From an optimization exercise on the open Yosys and OpenROAD flow, aimed at small area, a short achievable clock period and few clock cycles per item; shortcuts taken in it are not production practice. At most, simulation tests tie the RTL to the original design; equivalence was not proved. No activity file was given, so power comes from the tool's default toggle rates.

==> run X <==
==> flow/design.v (excerpt) <==
module pfd (
  input  wire        clk,
  input  wire        rst,         
  input  wire        cmd_valid,
  output wire        cmd_ready,
  input  wire [63:0] cmd,
  input  wire [4:0]  reg_addr,
  output reg  [63:0] reg_rdata,
  input  wire [7:0]  fb_addr,
  output wire [7:0]  fb_rdata
);
  localparam [3:0] OP_NOP = 4'h0, OP_CLR = 4'h1, OP_PUSH = 4'h2, OP_LDIN = 4'h3,
                   OP_DISPATCH = 4'h4, OP_SLICE = 4'h5, OP_UNPACK = 4'h6,
                   OP_NSPLIT = 4'h7, OP_TDEC = 4'h8, OP_INSERT = 4'h9,
                   OP_PACK = 4'hA, OP_NPACK = 4'hB, OP_TENC = 4'hC,
                   OP_FINAL = 4'hD;
  localparam [3:0] ST_OK = 4'd0, ST_FRAMING = 4'd1, ST_UNKNOWN_TYPE = 4'd2,
                   ST_TRUNCATED = 4'd3, ST_ABSENT = 4'd4, ST_BAD_OPERAND = 4'd5,
                   ST_OVERFLOW = 4'd6, ST_ILLEGAL_OP = 4'd7;
  reg [511:0] fbv;            
  reg [6:0]  flen;            
  ...
==> flow/config.mk <==
export PLATFORM = sky130hd
export DESIGN_NAME = pfd
export DESIGN_NICKNAME = pfd
export VERILOG_FILES = /design/flow/design.v
export SDC_FILE = /design/flow/constraint.sdc
export NUM_CORES = 8
export LEC_CHECK = 0
export CAP_MARGIN = 40
export CORE_MARGIN = 2
export CORE_UTILIZATION = 35
export CTS_BUF_LIST = sky130_fd_sc_hd__clkbuf_8
export CTS_CLUSTER_SIZE = 20
export PLACE_DENSITY = 0.45
export SLEW_MARGIN = 40
export SYNTH_HIERARCHICAL = 1
==> flow/constraint.sdc <==
create_clock -name core_clock -period 20.0 [get_ports {clk}]
set_input_delay 4.0000 -clock core_clock [delete_from_list [all_inputs] [get_ports {clk}]]
set_output_delay 4.0000 -clock core_clock [all_outputs]
set_load 0.01 [all_outputs]
standard.sh (not shown) runs the stock make flow with config.mk's settings and CLKGATE_MAP_FILE= SYNTH_SCRIPT=/design/flow/synth_recipe.tcl, a recipe that flattens the netlist after the stock synthesis.
==> flow/flow/run.sh <==
#!/bin/bash
set -euo pipefail
export SETUP_SLACK_MARGIN=10
export BUFFER_PORTS_ARGS="-buffer_cell sky130_fd_sc_hd__buf_2"
bash standard.sh > standard.log 2>&1
==> run Y: changes against run X <==
--- a/flow/design.v
+++ b/flow/design.v
@@ -318,22 +318,21 @@
   always @(posedge clk) begin
     for (k = 0; k < 8; k = k + 1)
       if (wr_go && ((k % 2 == 0) ? (e_idx == k / 2) : (o_idx == k / 2)))
         fbv[64*k +: 64] <= (k % 2 == 0) ? e_new : o_new;
   end
   assign cmd_ready = 1'b1;
-  wire [63:0] rsel;
-  pfd_dec64 u_rdec (.a(fb_addr[5:0]), .y(rsel));
+  wire [63:0] rsel = 64'd1 << fb_addr[5:0];
   genvar gr, gb;
   generate
     for (gr = 0; gr < 8; gr = gr + 1) begin : g_rd
       wire [63:0] col;
       for (gb = 0; gb < 64; gb = gb + 1) begin : g_b
         assign col[gb] = fbv[64*(gb/8) + 8*(7-(gb%8)) + gr];
       end
-      pfd_andor64 u_ao (.s(rsel), .d(col), .y(fb_rdata[gr]));
+      assign fb_rdata[gr] = |(rsel & col);
     end
   endgenerate
   wire [15:0] temp = tsign ? (16'd0 - {1'b0, tmag}) : {1'b0, tmag};
   always @(*) begin
     case (reg_addr)
       5'h00: reg_rdata = {60'd0, opstat};
@@ -348,26 +347,6 @@
       5'h09: reg_rdata = {31'd0, t_vld, temp, tsign, tmag};
       5'h0A: reg_rdata = {16'd0, din};
       default: reg_rdata = 64'd0;
     endcase
   end
 endmodule
-module pfd_dec64 (
-  input  wire [5:0]  a,
-  output wire [63:0] y
-);
-  wire [7:0] hi = 8'd1 << a[5:3];
-  wire [7:0] lo = 8'd1 << a[2:0];
-  genvar g;
-  generate
-    for (g = 0; g < 64; g = g + 1) begin : g_y
-      assign y[g] = hi[g / 8] & lo[g % 8];
-    end
-  endgenerate
-endmodule
-module pfd_andor64 (
-  input  wire [63:0] s,
-  input  wire [63:0] d,
-  output wire        y
-);
-  assign y = |(s & d);
-endmodule
==> flow/config.mk (replaced) <==
export PLATFORM = sky130hd
export DESIGN_NAME = pfd
export DESIGN_NICKNAME = pfd
export VERILOG_FILES = /design/flow/design.v
export SDC_FILE = /design/flow/constraint.sdc
export NUM_CORES = 8
export LEC_CHECK = 0
export CAP_MARGIN = 40
export CORE_MARGIN = 2
export CORE_UTILIZATION = 45
export CTS_BUF_LIST = sky130_fd_sc_hd__clkbuf_8
export CTS_CLUSTER_SIZE = 20
export PLACE_DENSITY = 0.6
export SLEW_MARGIN = 40
==> run K: changes against run X <==
--- a/flow/design.v
+++ b/flow/design.v
@@ -77,18 +77,27 @@
   wire       in_frame = tail ? (flen != 7'd0)
                              : (({1'b0, off} + {6'd0, nb}) <= {2'b00, flen});
   wire [2:0] b0    = base[2:0];
   wire [2:0] w     = base[5:3];
   wire [1:0] e_idx = w[2:1] + {1'b0, w[0]};    
   wire [1:0] o_idx = w[2:1];                   
-  wire [3:0] e_oh = 4'd1 << e_idx;
-  wire [3:0] o_oh = 4'd1 << o_idx;
-  wire [63:0] e_word = ({64{e_oh[0]}} & fbv[64*0 +: 64]) | ({64{e_oh[1]}} & fbv[64*2 +: 64]) |
-                       ({64{e_oh[2]}} & fbv[64*4 +: 64]) | ({64{e_oh[3]}} & fbv[64*6 +: 64]);
-  wire [63:0] o_word = ({64{o_oh[0]}} & fbv[64*1 +: 64]) | ({64{o_oh[1]}} & fbv[64*3 +: 64]) |
-                       ({64{o_oh[2]}} & fbv[64*5 +: 64]) | ({64{o_oh[3]}} & fbv[64*7 +: 64]);
+  reg [63:0] e_word, o_word;
+  always @(*) begin
+    case (e_idx)
+      2'd0: e_word = fbv[64*0 +: 64];
+      2'd1: e_word = fbv[64*2 +: 64];
+      2'd2: e_word = fbv[64*4 +: 64];
+      default: e_word = fbv[64*6 +: 64];
+    endcase
+    case (o_idx)
+      2'd0: o_word = fbv[64*1 +: 64];
+      2'd1: o_word = fbv[64*3 +: 64];
+      2'd2: o_word = fbv[64*5 +: 64];
+      default: o_word = fbv[64*7 +: 64];
+    endcase
+  end
   wire [7:0] sel_e;
   wire [63:0] sel_e_bits;
   wire [63:0] y;
   genvar gp;
   generate
     for (gp = 0; gp < 8; gp = gp + 1) begin : g_byte
@@ -318,24 +327,13 @@
   always @(posedge clk) begin
     for (k = 0; k < 8; k = k + 1)
       if (wr_go && ((k % 2 == 0) ? (e_idx == k / 2) : (o_idx == k / 2)))
         fbv[64*k +: 64] <= (k % 2 == 0) ? e_new : o_new;
   end
   assign cmd_ready = 1'b1;
-  wire [63:0] rsel;
-  pfd_dec64 u_rdec (.a(fb_addr[5:0]), .y(rsel));
-  genvar gr, gb;
-  generate
-    for (gr = 0; gr < 8; gr = gr + 1) begin : g_rd
-      wire [63:0] col;
-      for (gb = 0; gb < 64; gb = gb + 1) begin : g_b
-        assign col[gb] = fbv[64*(gb/8) + 8*(7-(gb%8)) + gr];
-      end
-      pfd_andor64 u_ao (.s(rsel), .d(col), .y(fb_rdata[gr]));
-    end
-  endgenerate
+  assign fb_rdata  = fbv[{fb_addr[5:3], ~fb_addr[2:0], 3'b000} +: 8];
   wire [15:0] temp = tsign ? (16'd0 - {1'b0, tmag}) : {1'b0, tmag};
   always @(*) begin
     case (reg_addr)
       5'h00: reg_rdata = {60'd0, opstat};
       5'h01: reg_rdata = {56'd0, 2'b00, subknown, cls, hdrvld, ovf, fvalid};
       5'h02: reg_rdata = {57'd0, flen};
@@ -348,26 +346,6 @@
       5'h09: reg_rdata = {31'd0, t_vld, temp, tsign, tmag};
       5'h0A: reg_rdata = {16'd0, din};
       default: reg_rdata = 64'd0;
     endcase
   end
 endmodule
-module pfd_dec64 (
-  input  wire [5:0]  a,
-  output wire [63:0] y
-);
-  wire [7:0] hi = 8'd1 << a[5:3];
-  wire [7:0] lo = 8'd1 << a[2:0];
-  genvar g;
-  generate
-    for (g = 0; g < 64; g = g + 1) begin : g_y
-      assign y[g] = hi[g / 8] & lo[g % 8];
-    end
-  endgenerate
-endmodule
-module pfd_andor64 (
-  input  wire [63:0] s,
-  input  wire [63:0] d,
-  output wire        y
-);
-  assign y = |(s & d);
-endmodule
==> flow/run.sh (new file) <==
#!/bin/bash
# synth_recipe.tcl (not shown) runs the flow's synth.tcl, then flattens the netlist and writes it again
# the make line also repeats each setting of config.mk as NAME=value (left out here)
make -C /OpenROAD-flow-scripts/flow DESIGN_CONFIG=/design/flow/config.mk WORK_HOME=/design/flow/orfs CLKGATE_MAP_FILE= SYNTH_SCRIPT=/design/flow/synth_recipe.tcl finish
==> flow/config.mk (replaced) <==
export PLATFORM = sky130hd
export DESIGN_NAME = pfd
export DESIGN_NICKNAME = pfd
export VERILOG_FILES = /design/flow/design.v
export SDC_FILE = /design/flow/constraint.sdc
export NUM_CORES = 8
export LEC_CHECK = 0
export CAP_MARGIN = 40
export CORE_MARGIN = 2
export CORE_UTILIZATION = 22
export PLACE_DENSITY = 0.3
export SLEW_MARGIN = 40
removed: flow/flow/run.sh
removed: flow/standard.sh
==> qor summary <==
Count of routing violations after the opening detailed-route iteration: run Y 9772; run X 9358; run K 5538
Antenna cells: run Y 46; run X 26; run K 13
Critical path data arrival time: run Y 10950 ps; run X 11060 ps; run K 13570 ps
Total power: run Y 5.85 mW; run X 6.30 mW; run K 6.35 mW
Synth-to-layout area growth: run Y 18.9%; run X 20.1%; run K 19.7%
Via/cell ratio: run Y 8.11; run X 7.46; run K 5.90
Result of the run: run Y no timing/DRC/antenna violations; run X no timing/DRC/antenna violations; run K no timing/DRC/antenna violations
Area of placed instances: run Y 48500 um^2; run X 51900 um^2; run K 53300 um^2
Total combinational power: run Y 2.94 mW; run X 3.19 mW; run K 3.01 mW
Insertion delay to the later sink of the worst-skew pair: run Y 900 ps; run X 930 ps; run K 790 ps
Combinational share of power: run Y 50.3%; run X 50.7%; run K 47.3%
Count of placed standard cells in the final layout, fillers left out: run Y 6270; run X 7258; run K 7742
Number of global-route vias before repair: run Y 45421; run X 48507; run K 43577
End point of the critical path: run Y acc[0]; run X fbv[22]; run K fbv[51]
Clock share of power: run Y 21.4%; run X 22.9%; run K 26.5%
Netlist area before placement: run Y 45000 um^2; run X 47700 um^2; run K 47100 um^2
Critical R2R Launch: run Y flen[0]; run X flen[0]; run K flen[1]
Number of antenna violations at the first check in global routing: run Y 44; run X 43; run K 41
End-of-flow core utilization: run Y 53.8%; run X 42.3%; run K 26.6%
Most repeated library cell on the critical path: run Y sky130_fd_sc_hd__buf_6; run X sky130_fd_sc_hd__buf_4; run K sky130_fd_sc_hd__buf_4
Yosys cell types: run Y 115; run X 121; run K 109
Non-CTS buffers: run Y 449; run X 498; run K 396
Post-synth top area share: run Y 34.1%; run X 32.3%; run K 32.6%
Tap cell count: run Y 1298; run X 1781; run K 2821
Testbench counts of run Y, summed over its fixed seeds: cycles 8,304, cmds 8,296.
Testbench counts of run K, summed over its fixed seeds: cycles 8,304, cmds 8,296.
Only the layout flow was run in run X; the RTL was not checked for function there.

afterwards: timing with drivers on the ports:
No port has a modelled driver above. Below, the same layouts with a new extraction and two added sets of constraints. Step 1: set_driving_cell puts a clkbuf_16 on clk and a buf_2 on each other input, an assumption about the parent block. Step 2 adds t to the input delays and takes it off the output delays; t is the mean of the earliest and latest rising clock arrival at the registers after step 1. Input paths then give back, and output paths get back, about the clock's delay inside the block. Three values: ideal ports, drivers, drivers and shift; two values: the first two.
run	shift t [ns]	setup WS [ns]	hold WS [ns]	pins driven straight from the clock port
run X	0.972	9.690 / 9.591 / 8.756	0.454 / 0.454 / 0.454	1
run Y	0.933	9.790 / 9.696 / 8.889	0.464 / 0.464 / 0.464	1
run K	0.849	6.825 / 6.888 / 6.039	0.447 / 0.447 / 0.447	1
After both steps every run listed still meets setup and hold. The setup slack of run X, which loses most, moves by -0.099 ns with the drivers and by -0.934 ns with both steps.
